From an optimization exercise on the open Yosys and OpenROAD flow, aimed at small area, a short achievable clock period and few clock cycles per item; shortcuts taken in it are not production practice.
No activity file was given, so power comes from the tool's default toggle rates.

==> inputs of v37 <==
Design crc_link, start of the top module:
module crc_link (
  input  wire        clk,
  input  wire        rst,
  input  wire        cmd_valid,
  output wire        cmd_ready,
  input  wire [3:0]  cmd_code,
  input  wire [15:0] cmd_a,
  input  wire [7:0]  cmd_b,
  output reg         resp_valid,
  output reg         resp_ok,
  output reg  [15:0] resp_data,
  output wire        rx_req,
  input  wire        rx_valid,
  input  wire [7:0]  rx_data,
  input  wire        rx_end,
  output wire        tx_valid,
  output wire [7:0]  tx_data,
  input  wire        tx_ready,
  input  wire        tx_fail
);
  localparam [3:0] C_CRCCLR   = 4'h1, C_CRCSTEP = 4'h2, C_FRAMECRC = 4'h3,
                   C_ENCODE   = 4'h4, C_DECODE  = 4'h5, C_RECEIVE  = 4'h6,
                   C_TRANSMIT = 4'h7, C_LDB     = 4'h9, C_STB      = 4'hA,
                   C_RDST     = 4'hB;
  function [15:0] m16;
    input [15:0] c;
    integer i;
    begin
      m16 = c;
      for (i = 0; i < 16; i = i + 1)
        m16 = {m16[14:0], 1'b0} ^ (m16[15] ? 16'h1021 : 16'h0000);
    end
  endfunction
  reg [511:0] bv;                  
  reg [15:0]  crc;                 
  reg [6:0]   n_q;                 
  reg [6:0]   pos;                 
  reg [9:0]   rem;                 
  reg         match_q;             
  reg [1:0]   err;                 
  ...
make LEC_CHECK=0 CAP_MARGIN=20 CORE_MARGIN=2 CORE_UTILIZATION=60 CTS_BUF_LIST='sky130_fd_sc_hd__clkbuf_4 sky130_fd_sc_hd__clkbuf_8' CTS_CLUSTER_SIZE=30 PLACE_DENSITY=0.7 SETUP_SLACK_MARGIN=5 SLEW_MARGIN=20 TNS_END_PERCENT=100 finish   # period 10.0 ns
run.sh (not shown) runs the stock make flow with config.mk's settings and CLKGATE_MAP_FILE= SYNTH_SCRIPT=/design/flow/synth_recipe.tcl, a recipe that flattens the netlist after the stock synthesis.
==> v21 (differences from v37) <==
==> flow/design.v (replaced) <==
module crc_link (
  input  wire        clk,
  input  wire        rst,
  input  wire        cmd_valid,
  output wire        cmd_ready,
  input  wire [3:0]  cmd_code,
  input  wire [15:0] cmd_a,
  input  wire [7:0]  cmd_b,
  output reg         resp_valid,
  output reg         resp_ok,
  output reg  [15:0] resp_data,
  output wire        rx_req,
  input  wire        rx_valid,
  input  wire [7:0]  rx_data,
  input  wire        rx_end,
  output wire        tx_valid,
  output wire [7:0]  tx_data,
  input  wire        tx_ready,
  input  wire        tx_fail
);
  localparam [3:0] C_CRCCLR   = 4'h1, C_CRCSTEP = 4'h2, C_FRAMECRC = 4'h3,
                   C_ENCODE   = 4'h4, C_DECODE  = 4'h5, C_RECEIVE  = 4'h6,
                   C_TRANSMIT = 4'h7, C_LDB     = 4'h9, C_STB      = 4'hA,
                   C_RDST     = 4'hB;
  function [15:0] m16;
    input [15:0] c;
    integer i;
    begin
      m16 = c;
      for (i = 0; i < 16; i = i + 1)
        m16 = {m16[14:0], 1'b0} ^ (m16[15] ? 16'h1021 : 16'h0000);
    end
  endfunction
  reg [511:0] bv;                  
  reg [15:0]  crc;                 
  reg [6:0]   n_q;                 
  reg [6:0]   pos;                 
  reg [9:0]   rem;                 
  reg         match_q;             
  reg [1:0]   err;                 
  reg         busy, done_f, fail_f, res_ok;
  reg         rdy_q, cq_v, mode_d;
  reg [15:0]  cq_a;
  reg [7:0]   cq_b;
  reg         v_clr, v_step, v_fsent, v_fjob, v_enc, v_dec, v_rcv, v_xmt, v_ldb, v_stb, v_rdst;
  reg         rx_req_q, tx_valid_q;
  reg [7:0]   tx_q;
  reg [15:0]  bk;                  
  reg         enc_pend;            
  reg         cache_v;             
  reg         s_act, xw, s_tx, s_res, s_fc;
  reg [4:0]   ra;                  
  reg         s_fdone, s_z;
  reg [15:0]  tw;                  
  reg         tw_full, tw_fold;
  reg [7:0]   th;                  
  reg         got, rload, rfold;
  reg         rxw;                 
  reg         vpend;               
  reg         c_fix;               
  reg c_rop, c_rack, c_rlen, c_rpay, c_ran, c_top, c_ta1, c_trest, c_ta2, c_wait;
  assign cmd_ready = rdy_q;
  assign rx_req    = rx_req_q;
  assign tx_valid  = tx_valid_q;
  assign tx_data   = tx_q;
  wire [7:0] b0 = bv[7:0];
  wire [7:0] b1 = bv[15:8];
  reg  [15:0] port;
  integer k;
  always @* begin
    port = 16'h0000;
    for (k = 0; k < 32; k = k + 1)
      port = port | (bv[16*k +: 16] & {16{ra == k}});
  end
  wire [15:0] ca = cmd_a;
  wire i_hi7z = (ca[15:7] == 9'd0);
  wire i_hi6z = i_hi7z & !ca[6];
  wire i_le64 = i_hi6z | (i_hi7z & (ca[5:0] == 6'd0));
  wire i_ge2  = |ca[15:1];
  wire i_ge4  = |ca[15:2];
  wire i_le60 = i_hi6z & ((ca[5:2] != 4'hF) | (ca[1:0] == 2'd0));
  wire i_lt6  = (ca[15:3] == 13'd0) & !(ca[2] & ca[1]);
  wire i_rdst_ok = (cmd_code == C_RDST) & i_lt6;
  wire [15:0] a = cq_a;
  wire v_any     = v_clr | v_step | v_fsent | v_fjob | v_enc | v_dec | v_rcv | v_xmt |
                   v_ldb | v_stb;
  wire acc       = v_rdst | (v_any & !busy);
  wire a_is_n    = (a[6:0] == n_q);
  wire fast      = !acc | v_dec | (v_rdst & (a[2:0] != 3'd1)) | (v_xmt & a_is_n);
  wire need_res  = enc_pend & !fast;
  wire need_fcrc = v_fjob & !busy & !(cache_v & a_is_n);
  wire go        = cq_v & !xw;
  wire exec      = go & !need_res & !need_fcrc;
  wire start_res = go & need_res;
  wire start_fc  = go & !need_res & need_fcrc;
  wire ex        = exec & acc;
  wire wr_ok     = cq_v & !busy & !xw & !enc_pend;
  wire w_stb     = wr_ok & v_stb;
  wire w_enc     = wr_ok & v_enc;
  wire [6:0] jn      = s_fc ? a[6:0] : n_q;               
  wire [5:0] klast   = jn[6:1] - 6'd2;                    
  wire       tx_live = c_top | c_ta1 | c_trest;
  wire       fetch   = s_act & !s_fdone & (!tw_full | !tx_live);
  wire       s_fold  = s_act & tw_fold;
  wire       s_zero  = s_act & s_fdone & !tw_fold & !s_z;
  wire       s_fin   = s_act & s_z;
  wire       fc_done = s_fin & s_fc;
  wire       st_tx   = ex & v_xmt;
  wire       s_start = st_tx | start_res | start_fc;
  wire [6:0] sn      = start_res ? n_q : a[6:0];
  wire       stream_free = !s_act | s_z;
  wire eq4f   = (rx_data == 8'h4F);
  wire len_ok = (rx_data < 8'd30);
  wire r_last = (rem == 10'd1);
  wire [6:0] tdist = n_q - pos;
  wire t_last = (tdist == 7'd1);
  wire nx_chi = (tdist == 7'd2);
  wire nx_clo = (tdist == 7'd3);
  wire [7:0] nb_c = pos[0] ? (nx_clo ? crc[7:0] : tw[7:0]) : (nx_chi ? crc[15:8] : th);
  wire rxm     = c_rop | c_rlen | c_rpay;
  wire rx_tk   = rxm & rx_valid;
  wire rop_tk  = c_rop & rx_valid;
  wire rlen_tk = c_rlen & rx_valid;
  wire rpay_tk = c_rpay & rx_valid;
  wire verify  = rpay_tk & r_last;
  wire [15:0] cfin = m16(crc);
  wire vmatch  = (cfin[7:0] == tw[7:0]) & (cfin[15:8] == rx_data);
  wire f_pay    = c_rpay & !rx_valid & rx_end & !got;    
  wire f_rx_pre = (c_rop & !rx_valid & rx_end) |
                  (c_rack & !tx_ready & tx_fail) |
                  (c_rlen & (rx_valid ? !len_ok : rx_end)) | c_fix;
  wire f_rx_post = c_ran & match_q & !tx_ready & tx_fail;
  wire f_bad     = c_ran & !match_q & (tx_ready | tx_fail);
  wire f_tx      = (c_top & !tx_ready & tx_fail) |
                   (c_ta1 & (rx_valid ? !eq4f : rx_end)) |
                   (c_trest & tx_fail & !(tx_ready & t_last)) |
                   (c_ta2 & (rx_valid ? !eq4f : rx_end));
  wire ok_end    = (c_ran & match_q & tx_ready) | (c_ta2 & rx_valid & eq4f);
  wire end_now   = ok_end | f_rx_pre | f_rx_post | f_bad | f_tx;
  wire n_rop   = (ex & v_rcv) | (c_rop & !rx_valid & !rx_end);
  wire n_rack  = rop_tk | (c_rack & !tx_ready & !tx_fail);
  wire n_rlen  = (c_rack & tx_ready) | (c_rlen & !rx_valid & !rx_end);
  wire n_rpay  = (rlen_tk & len_ok) |
                 (c_rpay & (rx_valid ? !r_last : (!rx_end | got)));
  wire [5:0] rq = pos[5:0] - 6'd1;                       
  wire n_ran   = verify | (c_ran & !tx_ready & !tx_fail);
  wire n_top   = st_tx | (c_top & !tx_ready & !tx_fail);
  wire n_ta1   = (c_top & tx_ready) | (c_ta1 & !rx_valid & !rx_end);
  wire n_trest = (c_ta1 & rx_valid & eq4f) |
                 (c_trest & (tx_ready ? (!t_last & !tx_fail) : !tx_fail));
  wire n_ta2   = (c_trest & tx_ready & t_last) | (c_ta2 & !rx_valid & !rx_end);
  wire tx_tk   = (c_top | c_trest) & tx_ready;
  wire tw_use  = c_trest & tx_ready & pos[0] & !nx_clo;    
  wire       w_emb = s_fin & !s_fc;
  wire       w_en  = rxw | w_emb | w_enc | w_stb;
  wire [4:0] w_wa  = rxw ? rq[5:1] : s_act ? n_q[5:1] - 5'd1 : v_enc ? 5'd0 : a[5:1];
  wire [1:0] w_be  = rxw ? {rq[0], !rq[0]} : (s_act | v_enc) ? 2'b11 : {a[0], !a[0]};
  wire [15:0] w_d  = rxw ? tw : s_act ? crc :
                     v_enc ? {a[8:1] - 8'd1, cq_b} : {cq_b, cq_b};
  always @(posedge clk) begin
    for (k = 0; k < 64; k = k + 1)
      if (w_en && w_wa == k / 2 && w_be[k % 2])
        bv[8*k +: 8] <= (k % 2) ? w_d[15:8] : w_d[7:0];
  end
  wire fresh  = rdy_q & cmd_valid;
  wire direct = fresh & (busy | (mode_d & (cmd_code == C_RDST)));
  wire to_q   = fresh & !direct;
  wire okn = ok_end & stream_free;
  wire dn  = done_f | okn;
  wire df  = done_f | fail_f | okn;
  wire [15:0] status = {5'd0, fail_f, dn, busy & !okn, match_q, 1'b0, err, df, df, 1'b0, fail_f};
  wire [2:0]  rk = mode_d ? cmd_a[2:0] : a[2:0];
  reg  [15:0] rdst_val;
  always @* begin
    case (rk)
      3'd0:    rdst_val = status;
      3'd1:    rdst_val = crc;
      3'd2:    rdst_val = {9'd0, n_q};
      3'd3:    rdst_val = {9'd0, pos};
      3'd4:    rdst_val = {6'd0, rem};
      default: rdst_val = 16'd64;
    endcase
  end
  wire [7:0]  ldb_byte = a[0] ? port[15:8] : port[7:0];
  wire [15:0] rd_val = (mode_d | v_rdst) ? rdst_val : v_dec ? {b0, b1} : {8'd0, ldb_byte};
  wire consume  = exec | fc_done;
  wire held     = cq_v & !consume;
  wire enc_pend_n = (enc_pend & !(s_fin & s_res) & !st_tx) | w_enc;
  wire xw_n     = (xw & !s_fin) | start_res | start_fc;
  wire cache_kill = ex & (v_clr | v_step | v_enc | v_stb | v_rcv | v_xmt | v_fsent);
  wire in_xfer  = (cmd_code == C_RECEIVE) | (cmd_code == C_TRANSMIT);
  wire in_fc_miss = (cmd_code == C_FRAMECRC) &
                    !(cache_v & !cache_kill & (cmd_a == {9'd0, n_q}));
  always @(posedge clk) begin
    if (rdy_q) begin
      cq_a   <= cmd_a;
      cq_b   <= cmd_b;
      v_clr   <= cmd_code == C_CRCCLR;
      v_step  <= cmd_code == C_CRCSTEP;
      v_fsent <= (cmd_code == C_FRAMECRC) & i_le64 & (ca[0] | !i_ge2);
      v_fjob  <= (cmd_code == C_FRAMECRC) & i_le64 & !ca[0] & i_ge2;
      v_enc   <= (cmd_code == C_ENCODE) & !ca[0] & i_ge2 & i_le60;
      v_dec   <= cmd_code == C_DECODE;
      v_rcv   <= cmd_code == C_RECEIVE;
      v_xmt   <= (cmd_code == C_TRANSMIT) & !ca[0] & i_ge4 & i_le64;
      v_ldb   <= (cmd_code == C_LDB) & i_hi6z;
      v_stb   <= (cmd_code == C_STB) & i_hi6z;
      v_rdst  <= i_rdst_ok;
    end
    if (s_start)
      ra <= 5'd1;
    else if (s_act & !s_fin) begin
      if (fetch) ra <= ra + 5'd1;
    end else
      ra <= rdy_q ? cmd_a[5:1] : cq_a[5:1];
    if (rop_tk) tw[7:0] <= rx_data;
    else if (rlen_tk) tw[15:8] <= rx_data;
    else if (rpay_tk) begin
      if (pos[0]) tw[15:8] <= rx_data; else tw[7:0] <= rx_data;
    end else if (fetch) tw <= port;
    if (st_tx) begin
      tx_q <= b0;
      th   <= b1;
    end else if (ex & v_rcv) begin
      tx_q <= 8'h4F;
    end else if (verify) begin
      tx_q <= vmatch ? 8'h4F : 8'h46;
    end else if (tx_tk) begin
      tx_q <= c_top ? th : nb_c;
      if (tw_use) th <= tw[15:8];
    end
    if (ex & v_rcv) bk <= crc;
    resp_data <= rd_val;
    if (rst) begin
      cq_v <= 1'b0; rdy_q <= 1'b1; mode_d <= 1'b0;
      resp_valid <= 1'b0; resp_ok <= 1'b0;
      rx_req_q <= 1'b0; tx_valid_q <= 1'b0;
      crc <= 16'd0; n_q <= 7'd0; pos <= 7'd0; rem <= 10'd0;
      match_q <= 1'b0; err <= 2'd0; busy <= 1'b0; done_f <= 1'b0; fail_f <= 1'b0;
      res_ok <= 1'b0; enc_pend <= 1'b0; cache_v <= 1'b0;
      s_act <= 1'b0; xw <= 1'b0; s_tx <= 1'b0; s_res <= 1'b0; s_fc <= 1'b0;
      s_fdone <= 1'b0; s_z <= 1'b0; tw_full <= 1'b0; tw_fold <= 1'b0;
      got <= 1'b0; rload <= 1'b0; rfold <= 1'b0; rxw <= 1'b0; vpend <= 1'b0; c_fix <= 1'b0;
      {c_rop, c_rack, c_rlen, c_rpay, c_ran, c_top, c_ta1, c_trest, c_ta2, c_wait} <= 10'd0;
    end else begin
      cq_v   <= rdy_q ? to_q : held;
      rdy_q  <= !held & !(to_q & (xw_n | enc_pend_n | in_fc_miss | in_xfer));
      mode_d <= (ex & (v_rcv | v_xmt)) | (mode_d & !to_q);
      resp_valid <= consume | direct;
      resp_ok    <= direct ? i_rdst_ok : (acc | fc_done);
      enc_pend   <= enc_pend_n;
      xw         <= xw_n;
      c_rop <= n_rop; c_rack <= n_rack; c_rlen <= n_rlen; c_rpay <= n_rpay; c_ran <= n_ran;
      c_top <= n_top; c_ta1 <= n_ta1; c_trest <= n_trest; c_ta2 <= n_ta2;
      rx_req_q   <= n_rop | n_rlen | n_rpay | n_ta1 | n_ta2;
      tx_valid_q <= n_rack | n_ran | n_top | n_trest;
      c_wait <= (end_now | c_wait) & !stream_free;
      if (end_now) res_ok <= ok_end;
      if (busy & (end_now | c_wait) & stream_free) begin
        busy   <= 1'b0;
        done_f <= end_now ? ok_end : res_ok;
        fail_f <= end_now ? !ok_end : !res_ok;
      end
      if (f_rx_pre | f_rx_post) err <= 2'd1;
      if (f_tx)  err <= 2'd2;
      if (f_bad) err <= 2'd3;
      rload <= rlen_tk & len_ok;
      rxw   <= rx_tk;
      vpend <= verify;
      c_fix <= f_pay;
      rfold <= rpay_tk & pos[0] & !r_last;
      if (rop_tk) pos <= 7'd1;
      if (rlen_tk) begin
        pos <= 7'd2;
        rem <= {1'b0, rx_data, 1'b0} + 10'd4;
        got <= 1'b0;
      end
      if (rpay_tk) begin
        pos <= pos + 7'd1;
        rem <= rem - 10'd1;
        got <= !rx_end;
      end else if (c_rpay & rx_end) begin
        got <= 1'b0;
      end
      if (verify) match_q <= vmatch;
      if (ok_end & c_ran) begin
        n_q     <= pos;
        cache_v <= 1'b1;
      end
      if (tx_tk) pos <= pos + 7'd1;
      if (tw_use) tw_full <= 1'b0;
      if (s_start) begin
        s_act   <= 1'b1;
        s_tx    <= st_tx;
        s_res   <= start_res;
        s_fc    <= start_fc;
        s_fdone <= (sn[6:1] < 6'd3);
        s_z     <= 1'b0;
        tw_full <= 1'b0;
        tw_fold <= 1'b0;
      end else begin
        if (fetch) begin
          s_fdone <= ({1'b0, ra} == klast);
          tw_full <= 1'b1;
        end
        tw_fold <= fetch;
        if (s_zero) s_z <= 1'b1;
        if (s_fin) begin
          s_act <= 1'b0;
          if (!s_fc) cache_v <= 1'b1;
        end
      end
      if (c_fix)
        crc <= bk;
      else if (vpend)
        crc <= cfin;
      else if (rload)
        crc <= {tw[7:0], tw[15:8]};
      else if (rfold | s_fold)
        crc <= m16(crc) ^ tw;
      else if (s_start)
        crc <= {b0, b1};
      else if (s_zero)
        crc <= cfin;
      else if (ex & v_clr)
        crc <= 16'd0;
      else if (ex & v_step)
        crc <= m16(crc) ^ a;
      else if (ex & v_fsent)
        crc <= 16'hFFFF;
      if (cache_kill | start_fc) cache_v <= 1'b0;
      if (ex & v_enc) n_q <= a[6:0] + 7'd4;
      if (ex & v_rcv) begin
        busy <= 1'b1; done_f <= 1'b0; fail_f <= 1'b0;
        err <= 2'd0; match_q <= 1'b0; pos <= 7'd0; rem <= 10'd0; n_q <= 7'd0;
      end
      if (st_tx) begin
        busy <= 1'b1; done_f <= 1'b0; fail_f <= 1'b0;
        err <= 2'd0; pos <= 7'd0; n_q <= a[6:0];
      end
    end
  end
endmodule
==> flow/flow/run.sh (new file) <==
#!/bin/bash
# Standard layout, asking the timing repair for more setup margin.
set -euo pipefail
bash standard.sh SETUP_SLACK_MARGIN=7 finish > make_finish.log 2>&1
==> flow/standard.sh (new file) <==
#!/bin/bash
# synth_recipe.tcl (not shown) runs the flow's synth.tcl, then flattens the netlist and writes it again
# the make line also repeats each setting of config.mk as NAME=value (left out here)
make -C /OpenROAD-flow-scripts/flow DESIGN_CONFIG=/design/flow/config.mk WORK_HOME=/design/flow/orfs CLKGATE_MAP_FILE= SYNTH_SCRIPT=/design/flow/synth_recipe.tcl "${@:-finish}"
Settings changed: SETUP_SLACK_MARGIN 5 to unset.
removed: flow/run.sh
==> v12 (differences from v37) <==
==> flow/flow/run.sh (new file) <==
#!/bin/bash
# Standard layout, asking the timing repair for more setup margin.
set -euo pipefail
bash standard.sh SETUP_SLACK_MARGIN=7 finish > make_finish.log 2>&1
==> flow/standard.sh (new file) <==
#!/bin/bash
# synth_recipe.tcl (not shown) runs the flow's synth.tcl, then flattens the netlist and writes it again
# the make line also repeats each setting of config.mk as NAME=value (left out here)
make -C /OpenROAD-flow-scripts/flow DESIGN_CONFIG=/design/flow/config.mk WORK_HOME=/design/flow/orfs CLKGATE_MAP_FILE= SYNTH_SCRIPT=/design/flow/synth_recipe.tcl "${@:-finish}"
Settings changed: CAP_MARGIN 20 to 10, CTS_BUF_LIST sky130_fd_sc_hd__clkbuf_4 sky130_fd_sc_hd__clkbuf_8 to unset, CTS_CLUSTER_SIZE 30 to unset, SETUP_SLACK_MARGIN 5 to unset, SLEW_MARGIN 20 to 10.
removed: flow/run.sh
==> notes.md <==
- v21 produced a clean layout. v12 finished but fails on max-slew violations. v37 completed with no timing, DRC or antenna violations.
- Critical path depth: v37 < v21 < v12.
- Final area: v37 < v21 < v12.
- Between v21 and v12, the lower clock power is in v21 (gap 9.6%, measured against v12).
- In v21 the worst setup slack is better than in v12, by 0.40 ns.
- The highest wire length belongs to v12, the lowest to v37.
- Against v37, the final cell count of v12 is higher by 6.1%.
Function was not checked in any run of this note: the RTL went through the layout flow alone.

-- re-timing with driven ports --
No port has a modelled driver above. Below, the same layouts with a new extraction and two added sets of constraints.
Step 1: set_driving_cell puts a clkbuf_16 on clk and a buf_2 on each other input, an assumption about the parent block.
Step 2 times the ports against the registers' clock, not the clock port: input delays grow and output delays shrink by t, the midpoint of the rising clock arrivals with the driver on.
a / b / c = ideal ports / drivers / drivers and shift; a / b = the first two.
run	shift t [ns]	setup slack, ns	pins driven straight from the clock port
v37	0.799	5.190 / 5.219 / 4.420	1
v21	0.803	6.612 / 6.612 / 5.972	1
v12	0.708	6.214 / 6.214 / 5.773	1
The setup slack of v37, which loses most, moves by +0.029 ns with the drivers and by -0.770 ns with both steps.
